Optimization exercise on an open flow, not production practice. RTL: at most simulated, not proved equivalent. Function not checked: runs 1 to 4. Power: default activity.

File: flow/flow/run.sh
#!/bin/bash
# Standard layout, except: port buffers are plain buffers (buf_2) instead of the
# delay cells the default pick gives, and timing repair aims at a setup slack
# margin well above the one the clock period alone asks for, so that it sizes
# the critical paths. make's output goes to standard.log.
set -euo pipefail
bash standard.sh "BUFFER_PORTS_ARGS=-buffer_cell sky130_fd_sc_hd__buf_2" \
    SETUP_SLACK_MARGIN=6.5 finish > standard.log 2>&1
File: flow/standard.sh
#!/bin/bash
# synth_recipe.tcl (not shown) runs the flow's synth.tcl, then flattens the netlist and writes it again
# the make line also repeats each setting of config.mk as NAME=value (left out here)
make -C /OpenROAD-flow-scripts/flow DESIGN_CONFIG=/design/flow/config.mk WORK_HOME=/design/flow/orfs CLKGATE_MAP_FILE= SYNTH_SCRIPT=/design/flow/synth_recipe.tcl "${@:-finish}"
File: flow/config.mk
export PLATFORM = sky130hd
export DESIGN_NAME = fm_rsb
export DESIGN_NICKNAME = fm_rsb
export VERILOG_FILES = /design/flow/design.v
export SDC_FILE = /design/flow/constraint.sdc
export NUM_CORES = 4
export LEC_CHECK = 0
export CAP_MARGIN = 20
export CORE_MARGIN = 2
export CORE_UTILIZATION = 40
export CTS_CLUSTER_DIAMETER = 100
export CTS_CLUSTER_SIZE = 22
export SLEW_MARGIN = 20
File: flow/constraint.sdc
create_clock -name core_clock -period 10.0 [get_ports {clk}]
set_input_delay 2.0000 -clock core_clock [delete_from_list [all_inputs] [get_ports {clk}]]
set_output_delay 2.0000 -clock core_clock [all_outputs]
set_load 0.01 [all_outputs]
File: flow/design.v
module rsb_fieldmap (
    input  wire [7:0] fid,
    output reg  [3:0] freg
);
    always @* begin
        case (fid)
            8'h00, 8'h01:                               freg = 4'h0;
            8'h02, 8'h03, 8'h04:                        freg = 4'h1;
            8'h05, 8'h06, 8'h07, 8'h08, 8'h09, 8'h0A,
            8'h0B, 8'h0C, 8'h0D:                        freg = 4'h2;
            8'h0E, 8'h0F:                               freg = 4'h3;
            8'h10, 8'h11, 8'h12, 8'h13, 8'h14, 8'h15,
            8'h16, 8'h17, 8'h18:                        freg = 4'h4;
            8'h19, 8'h1A, 8'h1B, 8'h1C:                 freg = 4'h5;
            8'h1D, 8'h1E, 8'h1F, 8'h20, 8'h21:          freg = 4'h6;
            8'h22, 8'h23:                               freg = 4'h7;
            8'h24, 8'h25, 8'h26, 8'h27, 8'h28, 8'h29,
            8'h2A, 8'h2B:                               freg = 4'hA;
            8'h2C, 8'h2D, 8'h2E, 8'h2F:                 freg = 4'hB;
            8'h30:                                      freg = 4'hC;
            8'h31:                                      freg = 4'hD;
            8'h32:                                      freg = 4'hE;
            default:                                    freg = 4'hF;
        endcase
    end
endmodule
module fm_rsb (
    input  wire        clk,
    input  wire        rst,
    input  wire        cmd_valid,
    output wire        cmd_ready,
    input  wire [31:0] cmd,
    output reg         rsp_valid,
    output wire [31:0] rsp,
    output reg         bus_req,
    output reg  [1:0]  bus_op,
    output reg  [7:0]  bus_wdata,
    output reg         bus_rnack,
    input  wire        bus_done,
    input  wire        bus_ack,
    input  wire [7:0]  bus_rdata,
    output reg         dly_req,
    output reg  [9:0]  dly_ms,
    input  wire        dly_done
);
    localparam [1:0] B_BEGIN = 2'd0, B_WRITE = 2'd1, B_READ = 2'd2, B_END = 2'd3;
    function [15:0] fread(input [7:0] a, input [15:0] w);
        begin
            case (a)
            8'h00: fread = {12'h0, w[15:12]};
            8'h01: fread = {4'h0, w[11:0]};
            8'h02: fread = {10'h0, w[15:10]};
            8'h03: fread = {12'h0, w[9:6]};
            8'h04: fread = {10'h0, w[5:0]};
            8'h05: fread = {15'h0, w[15:15]};
            8'h06: fread = {15'h0, w[14:14]};
            8'h07: fread = {15'h0, w[13:13]};
            8'h08: fread = {15'h0, w[11:11]};
            8'h09: fread = {15'h0, w[10:10]};
            8'h0A: fread = {15'h0, w[9:9]};
            8'h0B: fread = {15'h0, w[8:8]};
            8'h0C: fread = {15'h0, w[6:6]};
            8'h0D: fread = {15'h0, w[0:0]};
            8'h0E: fread = {15'h0, w[15:15]};
            8'h0F: fread = {6'h0, w[9:0]};
            8'h10: fread = {15'h0, w[15:15]};
            8'h11: fread = {15'h0, w[14:14]};
            8'h12: fread = {15'h0, w[12:12]};
            8'h13: fread = {15'h0, w[11:11]};
            8'h14: fread = {15'h0, w[10:10]};
            8'h15: fread = {14'h0, w[7:6]};
            8'h16: fread = {14'h0, w[5:4]};
            8'h17: fread = {14'h0, w[3:2]};
            8'h18: fread = {14'h0, w[1:0]};
            8'h19: fread = {8'h0, w[15:8]};
            8'h1A: fread = {14'h0, w[7:6]};
            8'h1B: fread = {14'h0, w[5:4]};
            8'h1C: fread = {12'h0, w[3:0]};
            8'h1D: fread = {14'h0, w[15:14]};
            8'h1E: fread = {14'h0, w[13:12]};
            8'h1F: fread = {15'h0, w[8:8]};
            8'h20: fread = {12'h0, w[7:4]};
            8'h21: fread = {12'h0, w[3:0]};
            8'h22: fread = {15'h0, w[15:15]};
            8'h23: fread = {15'h0, w[14:14]};
            8'h24: fread = {15'h0, w[15:15]};
            8'h25: fread = {15'h0, w[14:14]};
            8'h26: fread = {15'h0, w[13:13]};
            8'h27: fread = {15'h0, w[12:12]};
            8'h28: fread = {15'h0, w[11:11]};
            8'h29: fread = {14'h0, w[10:9]};
            8'h2A: fread = {15'h0, w[8:8]};
            8'h2B: fread = {8'h0, w[7:0]};
            8'h2C: fread = {14'h0, w[15:14]};
            8'h2D: fread = {14'h0, w[13:12]};
            8'h2E: fread = {14'h0, w[11:10]};
            8'h2F: fread = {6'h0, w[9:0]};
            8'h30: fread = w;
            8'h31: fread = w;
            8'h32: fread = w;
            8'h33: fread = w;
            default: fread = 16'h0;
            endcase
        end
    endfunction
    function [15:0] fshift(input [7:0] a, input [15:0] d);
        begin
            case (a)
            8'h00: fshift = {d[3:0], 12'h0};
            8'h01: fshift = d;
            8'h02: fshift = {d[5:0], 10'h0};
            8'h03: fshift = {d[9:0], 6'h0};
            8'h04: fshift = d;
            8'h05: fshift = {d[0:0], 15'h0};
            8'h06: fshift = {d[1:0], 14'h0};
            8'h07: fshift = {d[2:0], 13'h0};
            8'h08: fshift = {d[4:0], 11'h0};
            8'h09: fshift = {d[5:0], 10'h0};
            8'h0A: fshift = {d[6:0], 9'h0};
            8'h0B: fshift = {d[7:0], 8'h0};
            8'h0C: fshift = {d[9:0], 6'h0};
            8'h0D: fshift = d;
            8'h0E: fshift = {d[0:0], 15'h0};
            8'h0F: fshift = d;
            8'h10: fshift = {d[0:0], 15'h0};
            8'h11: fshift = {d[1:0], 14'h0};
            8'h12: fshift = {d[3:0], 12'h0};
            8'h13: fshift = {d[4:0], 11'h0};
            8'h14: fshift = {d[5:0], 10'h0};
            8'h15: fshift = {d[9:0], 6'h0};
            8'h16: fshift = {d[11:0], 4'h0};
            8'h17: fshift = {d[13:0], 2'h0};
            8'h18: fshift = d;
            8'h19: fshift = {d[7:0], 8'h0};
            8'h1A: fshift = {d[9:0], 6'h0};
            8'h1B: fshift = {d[11:0], 4'h0};
            8'h1C: fshift = d;
            8'h1D: fshift = {d[1:0], 14'h0};
            8'h1E: fshift = {d[3:0], 12'h0};
            8'h1F: fshift = {d[7:0], 8'h0};
            8'h20: fshift = {d[11:0], 4'h0};
            8'h21: fshift = d;
            8'h22: fshift = {d[0:0], 15'h0};
            8'h23: fshift = {d[1:0], 14'h0};
            8'h24: fshift = {d[0:0], 15'h0};
            8'h25: fshift = {d[1:0], 14'h0};
            8'h26: fshift = {d[2:0], 13'h0};
            8'h27: fshift = {d[3:0], 12'h0};
            8'h28: fshift = {d[4:0], 11'h0};
            8'h29: fshift = {d[6:0], 9'h0};
            8'h2A: fshift = {d[7:0], 8'h0};
            8'h2B: fshift = d;
            8'h2C: fshift = {d[1:0], 14'h0};
            8'h2D: fshift = {d[3:0], 12'h0};
            8'h2E: fshift = {d[5:0], 10'h0};
            8'h2F: fshift = d;
            8'h30: fshift = d;
            8'h31: fshift = d;
            8'h32: fshift = d;
            8'h33: fshift = d;
            default: fshift = d;
            endcase
        end
    endfunction
    function [2:0] cclass(input [31:0] c);
        reg [7:0] op, a;
        reg a0, d0, ah0, fv;
        begin
            op  = c[31:24];
            a   = c[23:16];
            a0  = (a == 8'h0);
            d0  = (c[15:0] == 16'h0);
            ah0 = (a[7:4] == 4'h0);
            fv  = (a < 8'h34);
            case (op)
                8'h10:                   cclass = {ah0 && d0, 1'b0, ah0 && d0};
                8'h11:                   cclass = {ah0, 2'b00};
                8'h12:                   cclass = {fv && d0, 1'b0, fv && d0};
                8'h13:                   cclass = {fv, 2'b00};
                8'h20, 8'h21, 8'h30, 8'h31, 8'h33:
                                         cclass = {a0 && d0, a0 && d0, 1'b0};
                8'h32, 8'h42, 8'h43, 8'h44:
                                         cclass = {a0 && d0, 1'b0, a0 && d0};
                8'h40, 8'h41:            cclass = {d0, 2'b00};
                default:                 cclass = 3'b000;
            endcase
        end
    endfunction
    wire [15:0] xw [0:15];         
    reg        bs_lo;              
    reg        be_lo;              
    reg [1:0]  spc;                
    reg        pwr_on;             
    reg        rdy;                
    reg        lr;                 
    reg [3:0]  ph;                 
    reg        ex;                 
    reg [31:0] cq;                 
    reg        rsp_ok;
    reg [15:0] rsp_d;
    assign cmd_ready = rdy;
    assign rsp = {rsp_ok, 15'h0, rsp_d};
    reg [3:0]  ptr;                
    reg        lo;                 
    reg [3:0]  st;                 
    reg        start_q;            
    reg        srd;                
    reg        aph;                
    reg [1:0]  code;               
    reg        mw_go;              
    reg [1:0]  mwg;
    wire [7:0]  op = cq[31:24];
    wire [7:0]  a  = cq[23:16];
    wire [15:0] d  = cq[15:0];
    wire [15:0] rword = xw[ptr];
    wire       idle    = !(ex && x_read) && !lr;    
    wire       acc     = idle && cmd_valid;
    wire [2:0] icls    = cclass(cmd);
    wire       i_legal = icls[2];
    wire       i_long  = icls[1];
    wire       i_fast  = !(icls[1] || icls[0]);    
    reg  x_legal, x_long, x_read;          
    wire c_rdw   = (op == 8'h10) && x_legal;
    wire c_wrw   = (op == 8'h11) && x_legal;
    wire c_rdf   = (op == 8'h12) && x_legal;
    wire c_wrf   = (op == 8'h13) && x_legal;
    wire c_pwrup = (op == 8'h30) && x_legal;
    wire c_pwrdn = (op == 8'h31) && x_legal;
    wire c_rdpwr = (op == 8'h32) && x_legal;
    wire c_start = (op == 8'h33) && x_legal;
    wire c_band  = (op == 8'h40) && x_legal;
    wire c_space = (op == 8'h41) && x_legal;
    wire c_rdbs  = (op == 8'h42) && x_legal;
    wire c_rdbe  = (op == 8'h43) && x_legal;
    wire c_rdsp  = (op == 8'h44) && x_legal;
    reg [15:0] sdata;
    always @* begin
        sdata = 16'h0;
        if (c_rdw)   sdata = rword;
        if (c_rdf)   sdata = fread(a, rword);
        if (c_rdpwr) sdata = {14'h0, pwr_on, pwr_on};
        if (c_rdbs)  sdata = bs_lo ? 16'd7600 : 16'd8750;
        if (c_rdbe)  sdata = be_lo ? 16'd9000 : 16'd10800;
        if (c_rdsp)  sdata = (spc == 2'd0) ? 16'd20 : (spc == 2'd1) ? 16'd10 : 16'd5;
    end
    function [1:0] skind(input [3:0] s);    
        case (s)
            4'd0, 4'd2, 4'd5, 4'd8, 4'd10: skind = 2'd0;
            4'd4, 4'd7, 4'd12:             skind = 2'd2;
            default:                       skind = 2'd1;
        endcase
    endfunction
    function [9:0] sms(input [3:0] s);
        case (s)
            4'd4:    sms = 10'd500;
            4'd7:    sms = 10'd110;
            default: sms = 10'd10;
        endcase
    endfunction
    function [2:0] smw(input [3:0] s);      
        case (s)
            4'd3:    smw = 3'b100;
            4'd6:    smw = 3'b101;
            4'd11:   smw = 3'b110;
            4'd9:    smw = 3'b111;
            default: smw = 3'b000;
        endcase
    endfunction
    wire [3:0] i_s0 = !cmd[28] ? {3'b000, cmd[24]} : (cmd[25:24] == 2'b01) ? 4'd10 : 4'd2;
    wire       s_last = (st == 4'd0) || (st == 4'd1) || (st == 4'd9) || (st == 4'd12) ||
                        ((st == 4'd7) && !start_q);
    wire [3:0] s_nx   = st + 4'd1;
    wire [1:0] n_kind = skind(s_nx);
    wire [2:0] n_mw   = smw(s_nx);
    wire bd       = bus_done && (ph != 4'b0000);
    wire dd       = dly_done && dly_req;
    wire step_end = (bus_done && ph[3]) || dd;
    wire launch   = step_end && !s_last;
    wire finish   = step_end && s_last;
    wire [51:0] fsel;                          
    genvar gf;
    generate
        for (gf = 0; gf < 52; gf = gf + 1) begin : g_fsel
            assign fsel[gf] = ex && c_wrf && (a == gf);
        end
    endgenerate
    wire [15:0] fen [0:15];
    assign fen[0] = {fsel[0], fsel[0], fsel[0], fsel[0], fsel[1], fsel[1], fsel[1], fsel[1], fsel[1], fsel[1], fsel[1], fsel[1], fsel[1], fsel[1], fsel[1], fsel[1]};
    assign fen[1] = {fsel[2], fsel[2], fsel[2], fsel[2], fsel[2], fsel[2], fsel[3], fsel[3], fsel[3], fsel[3], fsel[4], fsel[4], fsel[4], fsel[4], fsel[4], fsel[4]};
    assign fen[2] = {fsel[5], fsel[6], fsel[7], 1'b0, fsel[8], fsel[9], fsel[10], fsel[11], 1'b0, fsel[12], 1'b0, 1'b0, 1'b0, 1'b0, 1'b0, fsel[13]};
    assign fen[3] = {fsel[14], 1'b0, 1'b0, 1'b0, 1'b0, 1'b0, fsel[15], fsel[15], fsel[15], fsel[15], fsel[15], fsel[15], fsel[15], fsel[15], fsel[15], fsel[15]};
    assign fen[4] = {fsel[16], fsel[17], 1'b0, fsel[18], fsel[19], fsel[20], 1'b0, 1'b0, fsel[21], fsel[21], fsel[22], fsel[22], fsel[23], fsel[23], fsel[24], fsel[24]};
    assign fen[5] = {fsel[25], fsel[25], fsel[25], fsel[25], fsel[25], fsel[25], fsel[25], fsel[25], fsel[26], fsel[26], fsel[27], fsel[27], fsel[28], fsel[28], fsel[28], fsel[28]};
    assign fen[6] = {fsel[29], fsel[29], fsel[30], fsel[30], 1'b0, 1'b0, 1'b0, fsel[31], fsel[32], fsel[32], fsel[32], fsel[32], fsel[33], fsel[33], fsel[33], fsel[33]};
    assign fen[7] = {fsel[34], fsel[35], 1'b0, 1'b0, 1'b0, 1'b0, 1'b0, 1'b0, 1'b0, 1'b0, 1'b0, 1'b0, 1'b0, 1'b0, 1'b0, 1'b0};
    assign fen[8] = {1'b0, 1'b0, 1'b0, 1'b0, 1'b0, 1'b0, 1'b0, 1'b0, 1'b0, 1'b0, 1'b0, 1'b0, 1'b0, 1'b0, 1'b0, 1'b0};
    assign fen[9] = {1'b0, 1'b0, 1'b0, 1'b0, 1'b0, 1'b0, 1'b0, 1'b0, 1'b0, 1'b0, 1'b0, 1'b0, 1'b0, 1'b0, 1'b0, 1'b0};
    assign fen[10] = {fsel[36], fsel[37], fsel[38], fsel[39], fsel[40], fsel[41], fsel[41], fsel[42], fsel[43], fsel[43], fsel[43], fsel[43], fsel[43], fsel[43], fsel[43], fsel[43]};
    assign fen[11] = {fsel[44], fsel[44], fsel[45], fsel[45], fsel[46], fsel[46], fsel[47], fsel[47], fsel[47], fsel[47], fsel[47], fsel[47], fsel[47], fsel[47], fsel[47], fsel[47]};
    assign fen[12] = {fsel[48], fsel[48], fsel[48], fsel[48], fsel[48], fsel[48], fsel[48], fsel[48], fsel[48], fsel[48], fsel[48], fsel[48], fsel[48], fsel[48], fsel[48], fsel[48]};
    assign fen[13] = {fsel[49], fsel[49], fsel[49], fsel[49], fsel[49], fsel[49], fsel[49], fsel[49], fsel[49], fsel[49], fsel[49], fsel[49], fsel[49], fsel[49], fsel[49], fsel[49]};
    assign fen[14] = {fsel[50], fsel[50], fsel[50], fsel[50], fsel[50], fsel[50], fsel[50], fsel[50], fsel[50], fsel[50], fsel[50], fsel[50], fsel[50], fsel[50], fsel[50], fsel[50]};
    assign fen[15] = {fsel[51], fsel[51], fsel[51], fsel[51], fsel[51], fsel[51], fsel[51], fsel[51], fsel[51], fsel[51], fsel[51], fsel[51], fsel[51], fsel[51], fsel[51], fsel[51]};
    wire        rd_wr = bus_done && ph[2];         
    wire [15:0] wd = rd_wr ? {bus_rdata, bus_rdata} : c_wrw ? d : fshift(a, d);
    genvar gi;
    generate
        for (gi = 0; gi < 16; gi = gi + 1) begin : g_word
            reg [15:0] w;
            assign xw[gi] = w;
            wire       wsel = (ptr == gi);
            wire       b_hi = (rd_wr && wsel && !lo) || (ex && c_wrw && a[3:0] == gi);
            wire       b_lo = (rd_wr && wsel &&  lo) || (ex && c_wrw && a[3:0] == gi);
            wire [15:0] en  = {{8{b_hi}}, {8{b_lo}}} | fen[gi];
            integer    b;
            always @(posedge clk) begin
                for (b = 0; b < 16; b = b + 1)
                    if (en[b]) w[b] <= wd[b];
                if (mw_go) begin
                    case (mwg)
                        2'd0: if (gi == 7) w[15] <= 1'b1;            
                        2'd1: if (gi == 2) begin                      
                                  w[0]  <= 1'b1;
                                  w[6]  <= 1'b0;
                                  w[14] <= 1'b0;
                              end
                        2'd2: begin                                   
                                  if (gi == 7) w[14] <= 1'b1;         
                                  if (gi == 4) w[5:0] <= 6'h0;        
                                  if (gi == 2) begin                  
                                      w[0]  <= 1'b1;
                                      w[6]  <= 1'b1;
                                      w[14] <= 1'b1;
                                  end
                              end
                        default: begin                                
                                  if (gi == 5) w[15:4] <= 12'h191;    
                                  if (gi == 6) w[7:0] <= 8'h48;       
                                  if (gi == 2) w[10] <= 1'b0;         
                              end
                    endcase
                end
            end
        end
    endgenerate
    wire [3:0] cmd_freg;
    rsb_fieldmap u_fmap (.fid(cmd[23:16]), .freg(cmd_freg));
    always @(posedge clk) begin
        cq      <= cmd;
        x_legal <= i_legal;
        x_long  <= i_long;
        x_read  <= icls[0];
        if (rst) begin
            rdy       <= 1'b1;
            lr        <= 1'b0;
            ph        <= 4'b0000;
            ex        <= 1'b0;
            rsp_valid <= 1'b0;
            bus_req   <= 1'b0;
            dly_req   <= 1'b0;
            mw_go     <= 1'b0;
            pwr_on    <= 1'b0;
            bs_lo     <= 1'b0;
            be_lo     <= 1'b0;
            spc       <= 2'd1;
        end else begin
            ex        <= acc;
            rsp_valid <= (ex && x_read) || finish || (acc && i_fast);
            mw_go     <= 1'b0;
            if (acc && !i_fast) rdy <= 1'b0;
            if (acc && i_long) begin
                lr      <= 1'b1;
                bus_req <= 1'b1;
                bus_op  <= B_BEGIN;
                ph      <= 4'b0001;
            end
            if (ex) begin
                if (c_band) begin
                    if (a == 8'd0) begin bs_lo <= 1'b0; be_lo <= 1'b0; end
                    if (a == 8'd1) begin bs_lo <= 1'b1; be_lo <= 1'b0; end
                    if (a == 8'd2) begin bs_lo <= 1'b1; be_lo <= 1'b1; end
                end
                if (c_space && a < 8'd3) spc <= a[1:0];
                if (c_start) begin bs_lo <= 1'b0; be_lo <= 1'b0; spc <= 2'd1; end
                if (c_pwrup || c_start) pwr_on <= 1'b1;
                if (c_pwrdn) pwr_on <= 1'b0;
                if (x_read) rdy <= 1'b1;
            end
            if (finish) begin
                rdy <= 1'b1;
                lr  <= 1'b0;
            end
            if (bd) begin
                if (ph[0]) begin
                    bus_op    <= B_WRITE;
                    ph        <= 4'b0010;
                    bus_wdata <= {7'h10, srd};
                    aph       <= 1'b1;
                    ptr       <= srd ? 4'hA : 4'h2;
                    lo        <= 1'b0;
                end
                if (ph[1]) begin
                    aph <= 1'b0;
                    if (!bus_ack) begin
                        bus_op <= B_END;
                        ph     <= 4'b1000;
                        if (st == 4'd1) code <= aph ? 2'd1 : (lo ? 2'd2 : 2'd3);
                    end else if (aph && srd) begin
                        bus_op    <= B_READ;
                        ph        <= 4'b0100;
                        bus_rnack <= 1'b0;
                    end else if (!aph && ptr == 4'd8) begin
                        bus_op <= B_END;
                        ph     <= 4'b1000;
                    end else begin
                        bus_wdata <= lo ? rword[7:0] : rword[15:8];
                        lo        <= !lo;
                        if (lo) ptr <= ptr + 4'd1;
                    end
                end
                if (ph[2]) begin
                    if (ptr == 4'd9 && lo) begin bus_op <= B_END; ph <= 4'b1000; end
                    bus_rnack <= (ptr == 4'd9);
                    lo        <= !lo;
                    if (lo) ptr <= ptr + 4'd1;
                end
                if (ph[3]) begin                 
                    bus_req <= 1'b0;
                    ph      <= 4'b0000;
                end
            end
            if (dd) dly_req <= 1'b0;
            if (launch) begin
                st <= s_nx;
                if (n_kind == 2'd2) begin
                    dly_req <= 1'b1;
                    dly_ms  <= sms(s_nx);
                end else begin
                    bus_req <= 1'b1;
                    bus_op  <= B_BEGIN;
                    ph      <= 4'b0001;
                    srd     <= (n_kind == 2'd0);
                end
                mw_go <= n_mw[2];
                mwg   <= n_mw[1:0];
            end
            if (ex && x_long) begin
                start_q <= c_start;
                code    <= 2'd0;
            end
        end
        if (idle) begin
            st  <= i_s0;
            srd <= (i_s0 != 4'd1);
            ptr <= cmd[25] ? cmd_freg : cmd[19:16];
        end
    end
    always @(posedge clk) begin
        if (ex && x_read) begin
            rsp_ok <= 1'b1;
            rsp_d  <= sdata;
        end else if (finish) begin
            rsp_ok <= 1'b1;
            rsp_d  <= {14'h0, code};
        end else begin
            rsp_ok <= i_legal;
            rsp_d  <= 16'h0;
        end
    end
endmodule
==> results_dict.tcl, run 1 <==
set metrics [dict create \
    status "no timing/DRC/antenna violations" \
    synth_ff_type "edfxtp_1" \
    fp.dieArea_mm2 0.04441 \
    syn_inst 1577 \
    min_period_ps 3623 \
    syn_area_mm2 0.01709 \
    synth.distinct_cells 91 \
    rows 75 \
    hold_viol_final 0 \
    p_leak_nw 6.548 \
    yosysWarnings 2 \
    synth-seq-area-share 0.5633 \
    vias 14092 \
    num-nets-final 1682 \
    dp.final_hpwl_mm 41.58 \
    firstDrtPassIters 6 \
    drc 0 \
    power_density_mw_per_mm2 152.4 \
    syn2layout_area_growth_pct 11.94 \
    gp_congestion 1.009 \
    drive_gt1_frac 0.1711 \
    crit_arrival_ps 3930 \
    grt_use_total 0.2665 \
    drt-initial-drc-count 2056 \
    drv_cap 0 \
    htreeDepth 1 \
    synth_edf_count 254 \
    die-width_um 210.7 \
    max_slew_margin 0.2664 \
    cp_cell_sequence "buf_6 -> or3_4 -> or2_4 -> or4_4 -> a2111oi_4 -> buf_4 -> nand3_4 -> nand3_2 -> o21ai_2 -> and2_1" \
    fin_tns_setup_ps 0 \
    fillers 3902 \
    cp-end-kind "register" \
    antenna_found_initial 1 \
    clock_path_buffers 3 \
    critical-path-max-stage-delay_ps 440 \
    synthTopCellsByArea "edfxtp_1 45%, dfxtp_1 12%, o21ai_0 3.4%" \
    grt_pass1_vias 13218 \
    cp.required_ps 10310 \
    post-synth-top-count-cell "edfxtp_1" \
    critPathSlowestCell "or4_4" \
    antennaDiodeCount 0 \
    grt-ovfl-total 0 \
    setup_viol 0 \
    hold_class "register to register" \
    rsz0062_at_grt "true" \
    synthTopCellsByCount "254 x edfxtp_1, 144 x nand2_1, 117 x o21ai_0, 101 x nor2_1, 100 x dfxtp_1" \
    syn_avg_cell_area_um2 10.84 \
    report.final.slew_viol_count 0 \
    max_freq_mhz 276.0 \
    wire_per_inst_um 27.63 \
    clk_latency_ps 550 \
    cts_hold_buf 0 \
    fp.coreArea_mm2 0.04204 \
    tightestPinTransition_ps 1092 \
    yosysTopAreaCell "edfxtp_1" \
    synth-async-reset-ratio 0 \
    synth_top_area_frac 0.4462 \
    use_met3 0.04475 \
    grt_max_degree 62 \
    port_buffers 85 \
    wirelength_mm 60.09 \
    grt.met2_usage 0.4142 \
    cts-root-buf "clkbuf_16" \
    grt.busiest_layer "met2" \
    clock-sinks 354 \
    cts_tree "built" \
    die_y_um 210.7 \
    start_kind "input pin" \
    crit_type "input pin to register" \
    clkTransAtPathRegs_ps 90 \
    cp_max_fo 4 \
    finalClockSkew_ps 18.59 \
    hold_ws_ps 481.1 \
    peakVddDrop_v 0.0001182 \
    synth_seq_cells 354 \
    final_antenna_net_count 0 \
    initial_utilization 0.4066 \
    ios 103 \
    grt_pass1_wl_mm 88.14 \
    via_per_inst 6.479 \
    min_period_over_period 0.3623 \
    p_total_mw 2.916 \
    met1_usage 0.3776 \
    cts_buffers 20 \
]
-- flip-flops by register name, indices dropped and copies added (netlist names), 2 cells and up --
name,flops
dly_ms,3
spc,2
mwg,2
ph,4
bus_wdata,8
cq,32
bus_op,2
g_word.w,256
code,2
rsp_d,16
ptr,4
st,4
-- layout make-up --
| type | count | area, um2 | area share |
|---|---|---|---|
| sequential | 354 | 9646 | 0.5041 |
| multi-input combinational | 1062 | 7087 | 0.3704 |
| timing repair buffer | 141 | 920.9 | 0.04813 |
| clock buffer | 33 | 570.5 | 0.02982 |
| tap | 539 | 674.4 | 0.03524 |
| clock inverter | 3 | 63.81 | 0.003335 |
| inverter | 43 | 172.7 | 0.009024 |
-- metrics by stage --
step	worst slack (ps)	util	instances	area, um2
6_report	6377	0.4551	2175	19130
3_5_place_dp	5465	0.4255	2113	17890
2_1_floorplan	5869	-	1593	17260
5_1_grt	6353	0.4551	2175	19130
3_3_place_gp	5517	0.4254	2112	17880
4_1_cts	6332	0.4487	2162	18860
-- placed cells by master, fill, tap and decap left out, types with 14 or more instances in the layout --
cell type and instances:
dfxtp_1 95, o21ai_1 14, a22oi_1 39, nor2_1 99, a31oi_1 30, a221oi_1 21
nand3b_1 19, clkbuf_16 21, buf_4 50, buf_2 82, nand3_1 51, mux2i_1 30
nand2b_1 17, nand2_1 137, a21oi_1 71, conb_1 17, o211ai_1 16, nor3_1 36
inv_1 37, edfxtp_1 254, o21ai_0 102, a222oi_1 33
-- metal layers --
layer,up-vias,part of all wire
met3,130,0.096
met4,0,0.039
met5,-,0
li1,6167,-
met1,6976,0.41
met2,819,0.45
-- final timing paths --
check                                     from               to  slack (ps)  cells after the start
worst min-delay path            g_word[6].w[6]   g_word[6].w[6]         480                      2
worst max-delay path                   cmd[23]        bus_op[1]        6380                     10
worst min register to register  g_word[6].w[6]   g_word[6].w[6]         480                      2
worst max register to register          cq[19]  g_word[9].w[13]        6560                      9
-- power breakdown --
| group | leakage [nW] | internal (mW) | switching (mW) |
|---|---|---|---|
| sequential | 3.08 | 1.60 | 0.0215 |
| combinational | 3.16 | 0.108 | 0.267 |
| clock | 0.307 | 0.438 | 0.487 |
-- cell families (layout without fill, tap and decap cells) --
group	Yosys count	in the layout	synth area share
AO/OA/AOI/OAI	500	500	0.2049
AND/OR/NAND/NOR	491	491	0.1474
flip-flops	354	354	0.5633
buffers and inverters	177	220	0.04970
multiplexers	34	34	0.02101
adder cells (fa/ha/maj)	15	15	0.01083
XOR/XNOR	5	5	0.002562
other	1	17	0.0002194
-- repair_timing --
item,CTS,global route
resized for setup,73,49
endpoints found under the setup margin,342,221
gates cloned,0,0
setup buffers,13,12
pin swaps,13,11
-- critical path, delay by kind of cell --
kind,cells,cell delay (ps)
buffers and inverters,2,290
AO/OA/AOI/OAI,2,240
AND/OR/NAND/NOR,6,1380
==> run 2: changes to the inputs <==
--- a/flow/flow/run.sh
+++ b/flow/flow/run.sh
@@ -6,3 +6,3 @@
 set -euo pipefail
 bash standard.sh "BUFFER_PORTS_ARGS=-buffer_cell sky130_fd_sc_hd__buf_2" \
-    SETUP_SLACK_MARGIN=6.5 finish > standard.log 2>&1
+    SETUP_SLACK_MARGIN=7.0 finish > standard.log 2>&1
==> run 2 against run 1 <==
Effect of this change:
- die area unchanged
- via count increased by 8.9%
- sequential share of layout area decreased by 6.8 points
- sequential power about the same
- non-clock buffer count increased by 140
- synthesized cell count unchanged
- area after synthesis unchanged
- critical path depth decreased by 1
- register-to-register slack improved by 140 ps
- clock skew increased by 18 ps
- critical endpoint is now bus_op[0]
==> results_dict.tcl, run 2 <==
set metrics [dict create \
    status "no timing/DRC/antenna violations" \
    initial_utilization 0.4066 \
    drv_cap 0 \
    die_y_um 210.7 \
    grt_pass1_vias 14408 \
    fin_util 0.5286 \
    synth_fa_ha_area_frac 0.01083 \
    dp.final_hpwl_mm 43.32 \
    cts-root-buf "clkbuf_16" \
    antennaDiodeCount 0 \
    clkTransAtPathRegs_ps 90 \
    fin_tns_setup_ps 0 \
    use_met3 0.05233 \
    syn2layout_area_growth_pct 30.00 \
    min_period_over_period 0.3711 \
    port_buffers 85 \
    wirelength_mm 69.32 \
    firstDrtPassIters 7 \
    grt_pass1_wl_mm 97.05 \
    fp.dieArea_mm2 0.04441 \
    synth_ff_type "edfxtp_1" \
    synth_seq_cells 354 \
    p_leak_nw 7.718 \
    synth-compound-area-share 0.2049 \
    vias 15348 \
    fp.coreArea_mm2 0.04204 \
    top_regs "g_word.w (256), cq (32), rsp_d (16)" \
    syn_inst 1577 \
    synth.distinct_cells 91 \
    fin_cells 2317 \
    clk_latency_ps 560 \
    synth_top_area_frac 0.4462 \
    die-width_um 210.7 \
    r2r-start "ptr[0]" \
    worst-path-buf-inv 1 \
    synth_mux_area_frac 0.02101 \
    drc 0 \
    max_slew_margin 0.4119 \
    grt_max_degree 38 \
    whs_path_depth 2 \
    whs_endpoint "g_word[6].w[6]" \
    gp_congestion 0.9735 \
    layout_common_cells "254 x edfxtp_1, 142 x buf_4, 122 x nand2_1" \
    crit_arrival_ps 4020 \
    power_density_mw_per_mm2 138.2 \
    grt.met2_usage 0.4659 \
    ios 103 \
    min_period_ps 3711 \
    max_freq_mhz 269.5 \
    critical-path-max-stage-delay_ps 430 \
    synth-seq-area-share 0.5633 \
    grt.busiest_layer "met2" \
    r2r-end "rsp_d[0]" \
    setup_viol 0 \
    antenna_found_initial 0 \
    start_kind "input pin" \
    cp_max_fo 3 \
    final_antenna_net_count 0 \
    wire_per_inst_um 29.92 \
    synth-xor-area-share 0.002562 \
    rrSetupSlack_ps 6700 \
    regMostFlops "g_word.w" \
    synthSimpleGateAreaFrac 0.1474 \
    syn_area_mm2 0.01709 \
    clock_path_buffers 3 \
    drive_gt1_frac 0.3335 \
    drt-initial-drc-count 2302 \
    path_delay_family "simple AND/OR/NAND/NOR gates" \
    dp.cells 2110 \
    report.final.slew_viol_count 0 \
    yosysWarnings 2 \
    grt-ovfl-total 0 \
    cts_tree "built" \
    tightestPinTransition_ps 878.8 \
    num-nets-final 1825 \
    largest_reg_flops 256 \
    met1_usage 0.4073 \
    hold_viol_final 0 \
    cp-end-kind "register" \
    grt_use_total 0.2963 \
    syn_avg_cell_area_um2 10.84 \
    htreeDepth 1 \
    synth_top_family_by_area "compound AO/OA/AOI/OAI gates" \
    hold_start "g_word[6].w[6]" \
    post-synth-top-count-cell "edfxtp_1" \
    peakVddDrop_v 0.0001201 \
    layout_commonest_cell "edfxtp_1" \
    synth-async-reset-ratio 0 \
    clock-sinks 354 \
    fillers 3625 \
    yosysTopAreaCell "edfxtp_1" \
    rsz0062_at_grt "true" \
    worstRegToRegCells 11 \
    critPathSlowestCell "or4_4" \
    cp.required_ps 10310 \
    finalClockSkew_ps 36.29 \
    crit_type "input pin to register" \
    via_per_inst 6.624 \
    cts_buffers 20 \
    cp_cell_sequence "buf_6 -> or3_4 -> or2_4 -> or4_4 -> a2111oi_4 -> nand3_2 -> nand2_2 -> o21ai_1 -> o311a_1" \
    hold_class "register to register" \
    synthTopCellsByArea "edfxtp_1 45%, dfxtp_1 12%, o21ai_0 3.4%" \
    synthTopCellsByCount "254 x edfxtp_1, 144 x nand2_1, 117 x o21ai_0, 101 x nor2_1, 100 x dfxtp_1" \
    hold_ws_ps 484.1 \
    rows 75 \
    synth_edf_count 254 \
]
run 2: worst max-delay path by stage:
stage | startpoint | end | slack, ps | cells after the start
CTS | cmd[23] | bus_op[1] | 6240 | 9
detailed placement | cq[16] | g_word[9].w[2] | 5240 | 8
global route | cmd[23] | ph[1] | 6230 | 9
floorplan | cmd[20] | bus_op[1] | 5890 | 8
global placement | cq[16] | g_word[11].w[2] | 5300 | 8
finish | cmd[23] | bus_op[0] | 6290 | 9
run 2: layout make-up:
class	instances	area (um2)	area share
repair inverters	2	13.76	0.0006194
clock buffers	33	559.3	0.02517
repair buffers	281	2671	0.1202
flip-flops and latches	354	9682	0.4357
multi-input cells	1063	8388	0.3775
well taps	539	674.4	0.03035
clock inverters	2	36.28	0.001633
inverters	43	196.4	0.008840
run 2: timing repair:
item                                    CTS  global route
pin swaps                                63            52
gates resized for setup                 238           109
hold buffers                              0             0
buffers inserted                        103            54
endpoints found under the setup margin  549           214
gates cloned                              8             7
run 2: kinds of logic (layout without fill, tap and decap cells):
logic type,count (synthesis),after routing
muxes,34,34
DFF,354,354
other,1,17
xor gates and xnor gates,5,5
AOI/OAI and AO/OA,500,501
adders and majority gates,15,15
buffers and inverters,177,361
and+or+nand+nor,491,491
run 2: worst min-delay path, delay by kind of cell (launching register included):
kind	cells	cell delay, ps
mux	1	70
flops	1	340
simple gates	1	50
run 2: where the power goes:
group | internal, mW | total [mW] | switching, mW
clock | 0.394 | 0.898 | 0.504
combinational | 0.213 | 0.560 | 0.347
sequential | 1.59 | 1.61 | 0.0185
total | 2.20 | 3.07 | 0.869
run 2: stage by stage:
step           setup WS (ps)  total power, mW  cell area (um2)
3_5_place_dp            5241            2.000            18560
4_1_cts                 6243            2.994            21230
3_3_place_gp            5302            1.997            18560
6_report                6289            3.070            22220
2_1_floorplan           5890            1.850            18030
5_1_grt                 6231            3.130            22220
run 2: layer usage:
metal / share of wire / wire, um / vias up
met4: 0.056 / 3868 / 0
li1: - / - / 6481
met2: 0.45 / 31110 / 1047
met5: 0 / 0 / -
met3: 0.10 / 7176 / 225
met1: 0.39 / 27170 / 7595
==> run 3: changes to the inputs <==
--- a/flow/design.v
+++ b/flow/design.v
@@ -25,4 +25,29 @@
     end
 endmodule
+module rsb_cmddec (
+    input  wire [31:0] cmd,
+    output reg  [2:0]  cls
+);
+    wire [7:0] op  = cmd[31:24];
+    wire [7:0] a   = cmd[23:16];
+    wire       a0  = (a == 8'h0);
+    wire       d0  = (cmd[15:0] == 16'h0);
+    wire       ah0 = (a[7:4] == 4'h0);
+    wire       fv  = (a < 8'h34);
+    always @* begin
+        case (op)
+            8'h10:                   cls = {ah0 && d0, 1'b0, ah0 && d0};
+            8'h11:                   cls = {ah0, 2'b00};
+            8'h12:                   cls = {fv && d0, 1'b0, fv && d0};
+            8'h13:                   cls = {fv, 2'b00};
+            8'h20, 8'h21, 8'h30, 8'h31, 8'h33:
+                                     cls = {a0 && d0, a0 && d0, 1'b0};
+            8'h32, 8'h42, 8'h43, 8'h44:
+                                     cls = {a0 && d0, 1'b0, a0 && d0};
+            8'h40, 8'h41:            cls = {d0, 2'b00};
+            default:                 cls = 3'b000;
+        endcase
+    end
+endmodule
 module fm_rsb (
     input  wire        clk,
@@ -163,28 +188,4 @@
         end
     endfunction
-    function [2:0] cclass(input [31:0] c);
-        reg [7:0] op, a;
-        reg a0, d0, ah0, fv;
-        begin
-            op  = c[31:24];
-            a   = c[23:16];
-            a0  = (a == 8'h0);
-            d0  = (c[15:0] == 16'h0);
-            ah0 = (a[7:4] == 4'h0);
-            fv  = (a < 8'h34);
-            case (op)
-                8'h10:                   cclass = {ah0 && d0, 1'b0, ah0 && d0};
-                8'h11:                   cclass = {ah0, 2'b00};
-                8'h12:                   cclass = {fv && d0, 1'b0, fv && d0};
-                8'h13:                   cclass = {fv, 2'b00};
-                8'h20, 8'h21, 8'h30, 8'h31, 8'h33:
-                                         cclass = {a0 && d0, a0 && d0, 1'b0};
-                8'h32, 8'h42, 8'h43, 8'h44:
-                                         cclass = {a0 && d0, 1'b0, a0 && d0};
-                8'h40, 8'h41:            cclass = {d0, 2'b00};
-                default:                 cclass = 3'b000;
-            endcase
-        end
-    endfunction
     wire [15:0] xw [0:15];         
     reg        bs_lo;              
@@ -216,5 +217,6 @@
     wire       idle    = !(ex && x_read) && !lr;    
     wire       acc     = idle && cmd_valid;
-    wire [2:0] icls    = cclass(cmd);
+    wire [2:0] icls;
+    rsb_cmddec u_dec (.cmd(cmd), .cls(icls));
     wire       i_legal = icls[2];
     wire       i_long  = icls[1];
--- a/flow/flow/run.sh
+++ b/flow/flow/run.sh
@@ -6,3 +6,3 @@
 set -euo pipefail
 bash standard.sh "BUFFER_PORTS_ARGS=-buffer_cell sky130_fd_sc_hd__buf_2" \
-    SETUP_SLACK_MARGIN=7.0 finish > standard.log 2>&1
+    SETUP_SLACK_MARGIN=6.5 finish > standard.log 2>&1
--- a/flow/config.mk
+++ b/flow/config.mk
@@ -12,2 +12,3 @@
 export CTS_CLUSTER_SIZE = 22
 export SLEW_MARGIN = 20
+export SYNTH_HIERARCHICAL = 1
==> run 3 against run 2 <==
Effect of this change:
- still clean
- first-iteration DRC count is 16% lower
- combinational power shrank 27%
- hold slack worse by 0.99 ps
- final cell count fell by 1.8%
- synthesized cell count rose by 2.4%
- highest routed layer unchanged
==> results_dict.tcl, run 3 <==
set metrics [dict create \
    status "no timing/DRC/antenna violations" \
    fin_tns_setup_ps 0 \
    syn2layout_area_growth_pct 13.81 \
    crit_type "register to register" \
    p_leak_nw 6.700 \
    synth-async-reset-ratio 0 \
    drt-initial-drc-count 1938 \
    ios 103 \
    power_density_mw_per_mm2 147.8 \
    post-synth-top-count-cell "edfxtp_1" \
    dp.final_hpwl_mm 41.40 \
    cp-end-kind "register" \
    syn_area_mm2 0.01727 \
    cp_max_fo 23 \
    cp_cell_sequence "or4b_2 -> o22ai_1 -> or3_1 -> or4_4 -> or4_4 -> a21oi_4 -> a222oi_1 -> inv_2 -> buf_4" \
    min_period_ps 3484 \
    synth_top_area_frac 0.4416 \
    max_slew_margin 0.3272 \
    clock-sinks 354 \
    layout_common_cells "254 x edfxtp_1, 141 x nand2_1, 133 x nor2_1" \
    fp.dieArea_mm2 0.04486 \
    fin_cells 2276 \
    htreeDepth 1 \
    hold_viol_final 0 \
    min_period_over_period 0.3484 \
    synth_seq_cells 354 \
    port_buffers 85 \
    drc 0 \
    cts_buffers 20 \
    critPathSlowestCell "a222oi_1" \
    wire_per_inst_um 27.08 \
    die_y_um 211.8 \
    syn_avg_cell_area_um2 10.69 \
    grt_pass1_wl_mm 89.09 \
    worst-path-buf-inv 2 \
    grt-ovfl-total 0 \
    cp.required_ps 10280 \
    yosysWarnings 9 \
    grt_use_total 0.2684 \
    grt_pass1_vias 13442 \
    hold_ws_ps 483.1 \
    critical-path-max-stage-delay_ps 790 \
    report.final.slew_viol_count 0 \
    synthTopCellsByArea "edfxtp_1 44%, dfxtp_1 12%, o21ai_0 3.4%" \
    cts-root-buf "clkbuf_16" \
    top_regs "g_word.w (256), cq (32), rsp_d (16)" \
    rsz0062_at_grt "true" \
    firstDrtPassIters 8 \
    start_kind "register" \
    crit_arrival_ps 3760 \
    antenna_found_initial 1 \
    clock_path_buffers 3 \
    fp.coreArea_mm2 0.04289 \
    peakVddDrop_v 0.0001434 \
    synthTopCellsByCount "254 x edfxtp_1, 145 x nand2_1, 138 x nor2_1, 118 x o21ai_0, 100 x dfxtp_1" \
    p_total_mw 2.906 \
    finalClockSkew_ps 44.67 \
    synth_ff_type "edfxtp_1" \
    drv_cap 0 \
    setup_viol 0 \
    syn_inst 1615 \
    final_antenna_net_count 0 \
    largest_reg_flops 256 \
    clkTransAtPathRegs_ps 90 \
    synth.distinct_cells 97 \
    gp_congestion 1.022 \
    clk_latency_ps 560 \
    wirelength_mm 61.64 \
    synth-seq-area-share 0.5575 \
    drive_gt1_frac 0.1858 \
    via_per_inst 6.319 \
    die-width_um 211.8 \
    regMostFlops "g_word.w" \
    yosysTopAreaCell "edfxtp_1" \
    hold_class "register to register" \
    critPathMostFrequentCell "or4_4" \
    max_freq_mhz 287.0 \
    synth_edf_count 254 \
    dp.cells 2196 \
    tightestPinTransition_ps 1007 \
    cts_tree "built" \
    layout_commonest_cell "edfxtp_1" \
    vias 14382 \
    initial_utilization 0.4027 \
    num-nets-final 1738 \
    rows 76 \
    path_delay_family "simple AND/OR/NAND/NOR gates" \
    grt_max_degree 91 \
]
[run 3: cells by family after synthesis]
group	share of synthesized area
and+or+nand+nor	0.1542
AOI/OAI and AO/OA	0.1960
DFF	0.5575
buffers and inverters	0.04484
muxes	0.03311
adders and majority gates	0.01072
xor gates and xnor gates	0.003478
other	0.0002171
[run 3: metrics by stage]
stage            util  setup slack (ps)  area (um2)
6_report       0.4584              6516       19660
4_1_cts        0.4492              6447       19260
5_1_grt        0.4583              6463       19660
3_3_place_gp   0.4224              5201       18110
3_5_place_dp   0.4224              5047       18110
2_1_floorplan       -              6350       17360
[run 3: worst paths after layout]
kind	startpoint	to	slack [ps]	cells after the start
min	g_word[5].w[4]	g_word[5].w[4]	480	2
max reg2reg	cq[21]	g_word[15].w[3]	6520	9
max	cq[21]	g_word[15].w[3]	6520	9
min reg2reg	g_word[5].w[4]	g_word[5].w[4]	480	2
[run 3: tightest hold or removal path: stages, from the launching register on]
cell and delay, ps:
dfxtp_1 340, mux2i_1 70, nand2_1 60
[run 3: per-layer routing]
layer  GRT usage  routed length (um)  vias up
li1            -                   -     6294
met1      0.3729               25030     7102
met2      0.4214               28200      862
met3     0.04584                6055      124
met4     0.09932                2353        0
met5           0                   0        -
[run 3: timing repair]
item,4_1_cts,5_1_grt
cloned,1,2
pin swaps,9,16
hold buffers,0,0
gates resized for setup,91,40
setup endpoints to repair,390,202
setup buffers,17,25
[run 3: cell type report]
class                   instances  area [um2]
diodes                          1       2.502
clock buffers                  31       563.0
clock inverters                 3       23.77
fillers                      4077       23230
inverters                      35       138.9
multi-input cells            1110        7438
flip-flops and latches        354        9644
well taps                     585       732.0
repair buffers                156        1107
repair inverters                1       7.507
[run 3: modules after synthesis, one instance, submodules excluded]
| module | flip-flops and latches | area [um2] |
|---|---|---|
| fm_rsb | 354 | 16900 |
| rsb_fieldmap | 0 | 160.2 |
| rsb_cmddec | 0 | 209.0 |
[run 3: report_power, final]
group | internal [mW] | switching (mW)
clock | 0.395 | 0.489
sequential | 1.60 | 0.0199
combinational | 0.129 | 0.276
==> run 4: changes to the inputs <==
--- a/flow/design.v
+++ b/flow/design.v
@@ -1,5 +1,6 @@
 module rsb_fieldmap (
     input  wire [7:0] fid,
-    output reg  [3:0] freg
+    output reg  [3:0] freg,
+    output reg  [3:0] flo
 );
     always @* begin
@@ -23,4 +24,59 @@
             default:                                    freg = 4'hF;
         endcase
+        case (fid)
+            8'h00: flo = 4'd12;
+            8'h01: flo = 4'd0;
+            8'h02: flo = 4'd10;
+            8'h03: flo = 4'd6;
+            8'h04: flo = 4'd0;
+            8'h05: flo = 4'd15;
+            8'h06: flo = 4'd14;
+            8'h07: flo = 4'd13;
+            8'h08: flo = 4'd11;
+            8'h09: flo = 4'd10;
+            8'h0A: flo = 4'd9;
+            8'h0B: flo = 4'd8;
+            8'h0C: flo = 4'd6;
+            8'h0D: flo = 4'd0;
+            8'h0E: flo = 4'd15;
+            8'h0F: flo = 4'd0;
+            8'h10: flo = 4'd15;
+            8'h11: flo = 4'd14;
+            8'h12: flo = 4'd12;
+            8'h13: flo = 4'd11;
+            8'h14: flo = 4'd10;
+            8'h15: flo = 4'd6;
+            8'h16: flo = 4'd4;
+            8'h17: flo = 4'd2;
+            8'h18: flo = 4'd0;
+            8'h19: flo = 4'd8;
+            8'h1A: flo = 4'd6;
+            8'h1B: flo = 4'd4;
+            8'h1C: flo = 4'd0;
+            8'h1D: flo = 4'd14;
+            8'h1E: flo = 4'd12;
+            8'h1F: flo = 4'd8;
+            8'h20: flo = 4'd4;
+            8'h21: flo = 4'd0;
+            8'h22: flo = 4'd15;
+            8'h23: flo = 4'd14;
+            8'h24: flo = 4'd15;
+            8'h25: flo = 4'd14;
+            8'h26: flo = 4'd13;
+            8'h27: flo = 4'd12;
+            8'h28: flo = 4'd11;
+            8'h29: flo = 4'd9;
+            8'h2A: flo = 4'd8;
+            8'h2B: flo = 4'd0;
+            8'h2C: flo = 4'd14;
+            8'h2D: flo = 4'd12;
+            8'h2E: flo = 4'd10;
+            8'h2F: flo = 4'd0;
+            8'h30: flo = 4'd0;
+            8'h31: flo = 4'd0;
+            8'h32: flo = 4'd0;
+            8'h33: flo = 4'd0;
+            default: flo = 4'd0;
+        endcase
     end
 endmodule
@@ -129,60 +185,20 @@
         end
     endfunction
-    function [15:0] fshift(input [7:0] a, input [15:0] d);
+    function [15:0] fshl(input [3:0] lo, input [15:0] d);
         begin
-            case (a)
-            8'h00: fshift = {d[3:0], 12'h0};
-            8'h01: fshift = d;
-            8'h02: fshift = {d[5:0], 10'h0};
-            8'h03: fshift = {d[9:0], 6'h0};
-            8'h04: fshift = d;
-            8'h05: fshift = {d[0:0], 15'h0};
-            8'h06: fshift = {d[1:0], 14'h0};
-            8'h07: fshift = {d[2:0], 13'h0};
-            8'h08: fshift = {d[4:0], 11'h0};
-            8'h09: fshift = {d[5:0], 10'h0};
-            8'h0A: fshift = {d[6:0], 9'h0};
-            8'h0B: fshift = {d[7:0], 8'h0};
-            8'h0C: fshift = {d[9:0], 6'h0};
-            8'h0D: fshift = d;
-            8'h0E: fshift = {d[0:0], 15'h0};
-            8'h0F: fshift = d;
-            8'h10: fshift = {d[0:0], 15'h0};
-            8'h11: fshift = {d[1:0], 14'h0};
-            8'h12: fshift = {d[3:0], 12'h0};
-            8'h13: fshift = {d[4:0], 11'h0};
-            8'h14: fshift = {d[5:0], 10'h0};
-            8'h15: fshift = {d[9:0], 6'h0};
-            8'h16: fshift = {d[11:0], 4'h0};
-            8'h17: fshift = {d[13:0], 2'h0};
-            8'h18: fshift = d;
-            8'h19: fshift = {d[7:0], 8'h0};
-            8'h1A: fshift = {d[9:0], 6'h0};
-            8'h1B: fshift = {d[11:0], 4'h0};
-            8'h1C: fshift = d;
-            8'h1D: fshift = {d[1:0], 14'h0};
-            8'h1E: fshift = {d[3:0], 12'h0};
-            8'h1F: fshift = {d[7:0], 8'h0};
-            8'h20: fshift = {d[11:0], 4'h0};
-            8'h21: fshift = d;
-            8'h22: fshift = {d[0:0], 15'h0};
-            8'h23: fshift = {d[1:0], 14'h0};
-            8'h24: fshift = {d[0:0], 15'h0};
-            8'h25: fshift = {d[1:0], 14'h0};
-            8'h26: fshift = {d[2:0], 13'h0};
-            8'h27: fshift = {d[3:0], 12'h0};
-            8'h28: fshift = {d[4:0], 11'h0};
-            8'h29: fshift = {d[6:0], 9'h0};
-            8'h2A: fshift = {d[7:0], 8'h0};
-            8'h2B: fshift = d;
-            8'h2C: fshift = {d[1:0], 14'h0};
-            8'h2D: fshift = {d[3:0], 12'h0};
-            8'h2E: fshift = {d[5:0], 10'h0};
-            8'h2F: fshift = d;
-            8'h30: fshift = d;
-            8'h31: fshift = d;
-            8'h32: fshift = d;
-            8'h33: fshift = d;
-            default: fshift = d;
+            case (lo)
+            4'd0: fshl = (d << 0) & 16'hFFFF;
+            4'd2: fshl = (d << 2) & 16'h000C;
+            4'd4: fshl = (d << 4) & 16'h00F0;
+            4'd6: fshl = (d << 6) & 16'h03C0;
+            4'd8: fshl = (d << 8) & 16'hFF00;
+            4'd9: fshl = (d << 9) & 16'h0600;
+            4'd10: fshl = (d << 10) & 16'hFC00;
+            4'd11: fshl = (d << 11) & 16'h0800;
+            4'd12: fshl = (d << 12) & 16'hF000;
+            4'd13: fshl = (d << 13) & 16'h2000;
+            4'd14: fshl = (d << 14) & 16'hC000;
+            4'd15: fshl = (d << 15) & 16'h8000;
+            default: fshl = 16'h0;
             endcase
         end
@@ -203,4 +219,5 @@
     assign rsp = {rsp_ok, 15'h0, rsp_d};
     reg [3:0]  ptr;                
+    reg [3:0]  flo_q;              
     reg        lo;                 
     reg [3:0]  st;                 
@@ -305,5 +322,5 @@
     assign fen[15] = {fsel[51], fsel[51], fsel[51], fsel[51], fsel[51], fsel[51], fsel[51], fsel[51], fsel[51], fsel[51], fsel[51], fsel[51], fsel[51], fsel[51], fsel[51], fsel[51]};
     wire        rd_wr = bus_done && ph[2];         
-    wire [15:0] wd = rd_wr ? {bus_rdata, bus_rdata} : c_wrw ? d : fshift(a, d);
+    wire [15:0] wd = rd_wr ? {bus_rdata, bus_rdata} : fshl(flo_q, d);
     genvar gi;
     generate
@@ -346,6 +363,6 @@
         end
     endgenerate
-    wire [3:0] cmd_freg;
-    rsb_fieldmap u_fmap (.fid(cmd[23:16]), .freg(cmd_freg));
+    wire [3:0] cmd_freg, cmd_flo;
+    rsb_fieldmap u_fmap (.fid(cmd[23:16]), .freg(cmd_freg), .flo(cmd_flo));
     always @(posedge clk) begin
         cq      <= cmd;
@@ -453,7 +470,8 @@
         end
         if (idle) begin
-            st  <= i_s0;
-            srd <= (i_s0 != 4'd1);
-            ptr <= cmd[25] ? cmd_freg : cmd[19:16];
+            st    <= i_s0;
+            srd   <= (i_s0 != 4'd1);
+            ptr   <= cmd[25] ? cmd_freg : cmd[19:16];
+            flo_q <= cmd[25] ? cmd_flo : 4'd0;
         end
     end
--- a/flow/flow/run.sh
+++ b/flow/flow/run.sh
@@ -6,3 +6,3 @@
 set -euo pipefail
 bash standard.sh "BUFFER_PORTS_ARGS=-buffer_cell sky130_fd_sc_hd__buf_2" \
-    SETUP_SLACK_MARGIN=6.5 finish > standard.log 2>&1
+    SETUP_SLACK_MARGIN=6.8 finish > standard.log 2>&1
==> run 4 against run 3 <==
Effect of this change:
- area after synthesis is 2.9% higher
- maximum frequency is 7.5% higher
- non-clock buffer count is 14 lower
- final cell count is 1.3% higher
- clock power hardly changed
- still clean on timing, DRC and antenna
- clock skew is 28 ps lower
- via count is 1.2% lower
- cell area is 2.8% higher
- power is 0.57% higher
- first-iteration DRC count is 20% lower
- largest cell class unchanged
- sequential share of layout area is 0.80 points lower
==> results_dict.tcl, run 4 <==
set metrics [dict create \
    status "no timing/DRC/antenna violations" \
    fin_tns_setup_ps 0 \
    fp.dieArea_mm2 0.04613 \
    htreeDepth 1 \
    crit_type "input pin to register" \
    pwr-share-clk 0.302 \
    port_buffers 85 \
    yosysWarnings 9 \
    drc 0 \
    antennaDiodeCount 0 \
    max_slew_margin 0.2959 \
    die-width_um 214.8 \
    final_antenna_net_count 0 \
    whs_endpoint "g_word[5].w[11]" \
    crit_arrival_ps 3530 \
    p_seq_frac 0.558 \
    firstDrtPassIters 6 \
    layout_commonest_cell "edfxtp_1" \
    peakVddDrop_v 0.00009874 \
    num-nets-final 1771 \
    syn_area_mm2 0.01777 \
    tightestPinTransition_ps 1048 \
    via_per_inst 6.166 \
    regMostFlops "g_word.w" \
    top_regs "g_word.w (256), cq (32), rsp_d (16)" \
    synth-async-reset-ratio 0 \
    fp.coreArea_mm2 0.04403 \
    synth.distinct_cells 96 \
    cp_cell_sequence "buf_2 -> o21ai_0 -> nor2_1 -> o21ai_2 -> buf_4 -> mux2i_1 -> a221oi_1 -> a21oi_1" \
    hold_start "g_word[5].w[11]" \
    grt_pass1_vias 13578 \
    clkTransAtPathRegs_ps 90 \
    p_total_mw 2.922 \
    rsz0062_at_grt "true" \
    drv_cap 0 \
    cp-end-kind "register" \
    r2r-start "ptr[1]" \
    cp_max_fo 5 \
    r2r-end "rsp_d[1]" \
    vias 14213 \
    synth_ff_type "edfxtp_1" \
    yosysTopAreaCell "edfxtp_1" \
    gp_congestion 0.9885 \
    dp.final_hpwl_mm 41.01 \
    syn_avg_cell_area_um2 10.84 \
    grt-ovfl-total 0 \
    initial_utilization 0.4036 \
    rows 77 \
    max_freq_mhz 308.4 \
    setup_viol 0 \
    synth_edf_count 258 \
    grt_max_degree 50 \
    report.final.slew_viol_count 0 \
    worstRegToRegCells 11 \
    wire_per_inst_um 26.34 \
    clock_path_buffers 3 \
    die_y_um 214.8 \
    hold_class "register to register" \
    grt_use_total 0.2529 \
    rrSetupSlack_ps 6830 \
    drt-initial-drc-count 1559 \
    cts-root-buf "clkbuf_16" \
    critPathSlowestCell "nor2_1" \
    swShare 0.2689 \
    min_period_ps 3242 \
    p_leak_nw 7.248 \
    hold_viol_final 0 \
    largest_reg_flops 256 \
    layout_common_cells "258 x edfxtp_1, 137 x nand2_1, 136 x nor2_1" \
    cts_tree "built" \
    drive_gt1_frac 0.1961 \
    clk_latency_ps 560 \
    synthTopCellsByCount "258 x edfxtp_1, 147 x nand2_1, 142 x nor2_1, 119 x o21ai_0, 100 x dfxtp_1" \
    wirelength_mm 60.71 \
    antenna_found_initial 0 \
    cts_buffers 20 \
    synthTopCellsByArea "edfxtp_1 44%, dfxtp_1 11%, mux2i_1 3.7%" \
    p_int_mw 2.136 \
    synth-seq-area-share 0.5486 \
    ios 103 \
    min_period_over_period 0.3242 \
    cp.required_ps 10280 \
    start_kind "input pin" \
    synth_top_area_frac 0.4359 \
    grt_pass1_wl_mm 88.63 \
    syn2layout_area_growth_pct 13.73 \
    finalClockSkew_ps 16.87 \
    p_sw_uw 785.8 \
    syn_inst 1639 \
    synth_seq_cells 358 \
    power_density_mw_per_mm2 144.6 \
    clock-sinks 358 \
    post-synth-top-count-cell "edfxtp_1" \
    whs_path_depth 2 \
    comb_power_share 0.140 \
    critical-path-max-stage-delay_ps 410 \
]
## run 4: changes by cell type in the layout (fill, tap and decap cells not counted), moves of 11 or more
cell | previous run | this run
o21ai_0 | 102 | 87
a221oi_1 | 25 | 8
mux2i_1 | 37 | 66
a21oi_1 | 77 | 66
o21ai_2 | 6 | 18
nor2b_1 | 9 | 28
nand3_1 | 58 | 46
buf_4 | 53 | 42
## run 4: layout make-up
cell class                 count  area, um2
clock buffer                  32      555.5
clock inverter                 4      35.03
fill                        4102      23820
inverter                      39      152.6
multi-input combinational   1138       7893
sequential                   358       9754
tap                          592      740.7
timing repair buffer         142       1081
## run 4: through the flow
| stage | worst slack (ps) | instances | hold WS [ps] | cell area, um2 | util |
|---|---|---|---|---|---|
| after floorplan | 6449 | 1655 | 436.3 | 18270 | - |
| after global placement | 5879 | 2232 | 449.1 | 18860 | 0.4284 |
| after detailed placement | 5851 | 2232 | 465.9 | 18860 | 0.4284 |
| after CTS | 6811 | 2287 | 488.6 | 19860 | 0.4511 |
| after global routing | 6663 | 2305 | 520.9 | 20210 | 0.4591 |
| final | 6758 | 2305 | 489.0 | 20210 | 0.4591 |
## run 4: worst max-delay path by stage
stage	start	to	cells past startpoint
6_report	bus_ack	ptr[2]	8
4_1_cts	cmd[24]	rdy	8
3_5_place_dp	ptr[0]	ptr[1]	11
5_1_grt	bus_ack	ptr[2]	8
3_3_place_gp	ptr[0]	ptr[1]	11
2_1_floorplan	cmd[29]	rdy	7
## run 4: timing repair
action / CTS / global route
pin swaps: 10 / 9
hold buffers: 0 / 0
endpoints found under the setup margin: 70 / 48
buffers inserted: 16 / 16
gates cloned: 3 / 2
gates resized for setup: 52 / 30
## run 4: logic make-up after synthesis
| family | synth area share |
|---|---|
| AO/OA/AOI/OAI | 0.1843 |
| XOR/XNOR | 0.002465 |
| adder cells (fa/ha/maj) | 0.01887 |
| buffers and inverters | 0.04661 |
| flip-flops | 0.5486 |
| multiplexers | 0.05196 |
| other | 0.0002110 |
| AND/OR/NAND/NOR | 0.1470 |
## run 4: routing by layer
metal,GRT usage,share of wire,up-vias
li1,-,-,6316
met1,0.3450,0.41,6957
met2,0.3982,0.45,812
met3,0.05166,0.10,128
met4,0.09329,0.042,0
met5,0,0,-
## run 4: Yosys stat by module (local to each module, per instance)
module,times used,cells inside
fm_rsb,1,1517
rsb_cmddec,1,31
rsb_fieldmap,1,91
## run 4: power groups by stage
stage                     Sequential, mW  Combinational (mW)  Clock (mW)
after floorplan                     1.65               0.229           0
after detailed placement            1.66               0.339           0
after global routing                1.63               0.427       0.945
final                               1.63               0.409       0.883
after global placement              1.66               0.338           0
after CTS                           1.63               0.371       0.897
## run 4: worst max-delay path: cells and delay by family
| family | cells | cell delay (ps) |
|---|---|---|
| compound gates | 4 | 640 |
| buf+inv | 2 | 340 |
| mux | 1 | 120 |
| simple gates | 1 | 410 |
==> run 5: changes to the inputs <==
--- a/flow/design.v
+++ b/flow/design.v
@@ -322,5 +322,5 @@
     assign fen[15] = {fsel[51], fsel[51], fsel[51], fsel[51], fsel[51], fsel[51], fsel[51], fsel[51], fsel[51], fsel[51], fsel[51], fsel[51], fsel[51], fsel[51], fsel[51], fsel[51]};
     wire        rd_wr = bus_done && ph[2];         
-    wire [15:0] wd = rd_wr ? {bus_rdata, bus_rdata} : fshl(flo_q, d);
+    wire [15:0] wd = ph[2] ? {bus_rdata, bus_rdata} : fshl(flo_q, d);
     genvar gi;
     generate
--- a/flow/flow/run.sh
+++ b/flow/flow/run.sh
@@ -6,3 +6,3 @@
 set -euo pipefail
 bash standard.sh "BUFFER_PORTS_ARGS=-buffer_cell sky130_fd_sc_hd__buf_2" \
-    SETUP_SLACK_MARGIN=6.8 finish > standard.log 2>&1
+    SETUP_SLACK_MARGIN=6.65 finish > standard.log 2>&1
==> run 5 against run 4 <==
Effect of this change:
- still clean
- area after synthesis about the same
- count of clock-buffer cells in the layout up 2
- via count is 0.49% higher
- utilization fell by 1.6 points
- global-route usage barely moved
- non-clock buffer count shrank 13
- first-iteration DRC count is 27% higher
- register-to-register slack got worse by 160 ps
- sequential share of layout area increased by 1.7 points
- sequential cell count unchanged
- hold slack is essentially flat
- final cell count decreased by 0.35%
- largest cell class unchanged
- largest power group unchanged
==> results_dict.tcl, run 5 <==
set metrics [dict create \
    cp_cell_sequence "inv_1 -> ha_1 -> buf_8 -> nand2_1 -> nor2_1 -> a32oi_1 -> o2111ai_1 -> o32ai_4 -> o221ai_1 -> nor4b_2 -> o21ai_1" \
    ios 103 \
    crit_arrival_ps 3770 \
    p_total_mw 2.892 \
    synth_top_area_frac 0.4357 \
    p_leak_nw 6.879 \
    antennaDiodeCount 0 \
    clock_path_buffers 3 \
    tightestPinTransition_ps 1170 \
    vias 14282 \
    rows 77 \
    synth_ff_type "edfxtp_1" \
    syn2layout_area_growth_pct 9.724 \
    die-width_um 214.8 \
    port_buffers 85 \
    cts-root-buf "clkbuf_16" \
    via_per_inst 6.218 \
    critPathLaunch "ptr[0]" \
    yosysWarnings 9 \
    placed_area_mm2 0.01866 \
    largest_reg_flops 256 \
    synth-compound-area-share 0.1826 \
    clkTransAtPathRegs_ps 90 \
    regMostFlops "g_word.w" \
    hold_viol_final 0 \
    top_regs "g_word.w (256), cq (32), rsp_d (16)" \
    critical-path-max-stage-delay_ps 540 \
    drv_cap 0 \
    drc 0 \
    cts_hold_buf 0 \
    syn_avg_cell_area_um2 10.80 \
    pwr-share-clk 0.310 \
    cp-end-kind "register" \
    layout_common_cells "258 x edfxtp_1, 151 x nor2_1, 140 x nand2_1" \
    synthSimpleGateAreaFrac 0.1506 \
    cp.required_ps 10430 \
    clk_latency_ps 560 \
    layout_commonest_cell "edfxtp_1" \
    dp.cells 2251 \
    synthTopCellsByCount "258 x edfxtp_1, 152 x nor2_1, 141 x nand2_1, 111 x o21ai_0, 100 x dfxtp_1" \
    rsz0062_at_grt "true" \
    hold_class "register to register" \
    hold_start "g_word[6].w[3]" \
    grt_use_total 0.2528 \
    path_delay_family "compound AO/OA/AOI/OAI gates" \
    grt_pass1_wl_mm 88.98 \
    synth_top_family_by_area "compound AO/OA/AOI/OAI gates" \
    clock-sinks 358 \
    multi_input_comb_area_mm2 0.007422 \
    status "no timing/DRC/antenna violations" \
    max_slew_margin 0.2199 \
    fp.coreArea_mm2 0.04403 \
    fin_ws_ps 6666 \
    report.final.slew_viol_count 0 \
    start_kind "register" \
    seq_area_mm2 0.009751 \
    fillers 4149 \
    critPathSlowestCell "o32ai_4" \
    fin_cells 2297 \
    r2r-start "ptr[0]" \
    min_period_over_period 0.3334 \
    firstDrtPassIters 6 \
    p_int_mw 2.123 \
    grt_pass1_vias 13670 \
    setup_viol 0 \
    synth-xor-area-share 0.001478 \
    initial_utilization 0.4039 \
    grt_max_degree 55 \
    min_period_ps 3334 \
    fin_tns_setup_ps 0 \
    wirelength_mm 59.68 \
    die_y_um 214.8 \
    grt-ovfl-total 0 \
    finalClockSkew_ps 28.59 \
    num-nets-final 1763 \
    power_density_mw_per_mm2 148.2 \
    comb_power_share 0.128 \
    dp.final_hpwl_mm 42.16 \
    cp_max_fo 36 \
    wire_per_inst_um 25.98 \
    htreeDepth 1 \
    cts_tree "built" \
    cts_buffers 20 \
    drive_gt1_frac 0.1408 \
    peakVddDrop_v 0.0001125 \
    p_sw_uw 769.5 \
    syn_inst 1647 \
    synth.distinct_cells 107 \
    synth_mux_area_frac 0.04785 \
    syn_area_mm2 0.01778 \
    synth-async-reset-ratio 0 \
    crit_type "register to register" \
    synthTopCellsByArea "edfxtp_1 44%, dfxtp_1 11%, mux2i_1 3.9%" \
    final_antenna_net_count 0 \
    gp_congestion 0.9873 \
    yosysTopAreaCell "edfxtp_1" \
    max_freq_mhz 299.9 \
    post-synth-top-count-cell "edfxtp_1" \
    synth-seq-area-share 0.5483 \
    final_design_area_no_fill_mm2 0.01951 \
    drt-initial-drc-count 1983 \
    fp.dieArea_mm2 0.04616 \
    synth_edf_count 258 \
    antenna_found_initial 1 \
    synth_seq_cells 358 \
    swShare 0.2660 \
    worst-path-buf-inv 2 \
    p_seq_frac 0.562 \
    place_ws_ps 6006 \
    synth_fa_ha_area_frac 0.01886 \
]
run 5: cell types whose count changed in the layout (fill, tap and decap cells not counted), moves of 9 or more:
cell,change
nor2_1,+15
o21ai_0,+15
a21oi_1,+14
o21ai_2,-14
a21oi_2,-10
buf_12,-9
inv_1,+9
o22ai_1,+9
run 5: cell families after synthesis:
family / Yosys count
simple gates: 541
compound gates: 466
flops: 358
buf+inv: 170
mux: 81
fa+ha+maj: 27
xor+xnor: 3
other cells: 1
run 5: cell type report:
type                    count  share of cell area
clock buffers              34             0.02943
clock inverters             2            0.001154
inverters                  47            0.009427
multi-input cells        1135              0.3804
flip-flops and latches    358              0.4997
well taps                 592             0.03796
repair buffers            129             0.04188
run 5: what timing repair did:
action                                  4_1_cts  5_1_grt
pin swaps                                     0        3
setup buffers                                 6        4
gates resized for setup                      17       27
endpoints found under the setup margin       25       53
run 5: final timing paths:
check	slack, ps	endpoint	cells past startpoint
max	6670	rsp_d[0]	11
min	490	g_word[6].w[3]	2
max reg2reg	6670	rsp_d[0]	11
min reg2reg	490	g_word[6].w[3]	2
run 5: power groups by stage:
stage	Combinational (mW)	Sequential [mW]	Clock, mW
6_report	0.371	1.63	0.896
4_1_cts	0.355	1.62	0.915
2_1_floorplan	0.230	1.65	0
5_1_grt	0.391	1.63	0.958
3_3_place_gp	0.340	1.66	0
3_5_place_dp	0.345	1.66	0
run 5: worst min-delay path: cells and delay by family, from the launching register on:
family           cells  cell delay, ps
muxes                1              70
and+or+nand+nor      1              60
DFF                  1             340
run 5: Yosys stat by module (local to each module, per instance):
module,area [um2],copies in the design,flops+latches
fm_rsb,16910,1,358
rsb_cmddec,209.0,1,0
rsb_fieldmap,666.9,1,0
run 5: routing by layer:
metal  wire length, um  vias to the layer above  GRT usage
li1                  -                     6295          -
met5                13                        -          0
met4              2417                        2    0.09352
met2             27280                      871     0.4001
met1             24250                     6972     0.3503
met3              5715                      142    0.04006
run 5: through the flow:
step | hold WS, ps | util
2_1_floorplan | 444.3 | -
3_3_place_gp | 450.8 | 0.4234
3_5_place_dp | 463.2 | 0.4239
4_1_cts | 486.8 | 0.4403
5_1_grt | 508.4 | 0.4432
6_report | 489.0 | 0.4432
Testbench counts of run 5, summed over its fixed seeds: cycles 134,294.
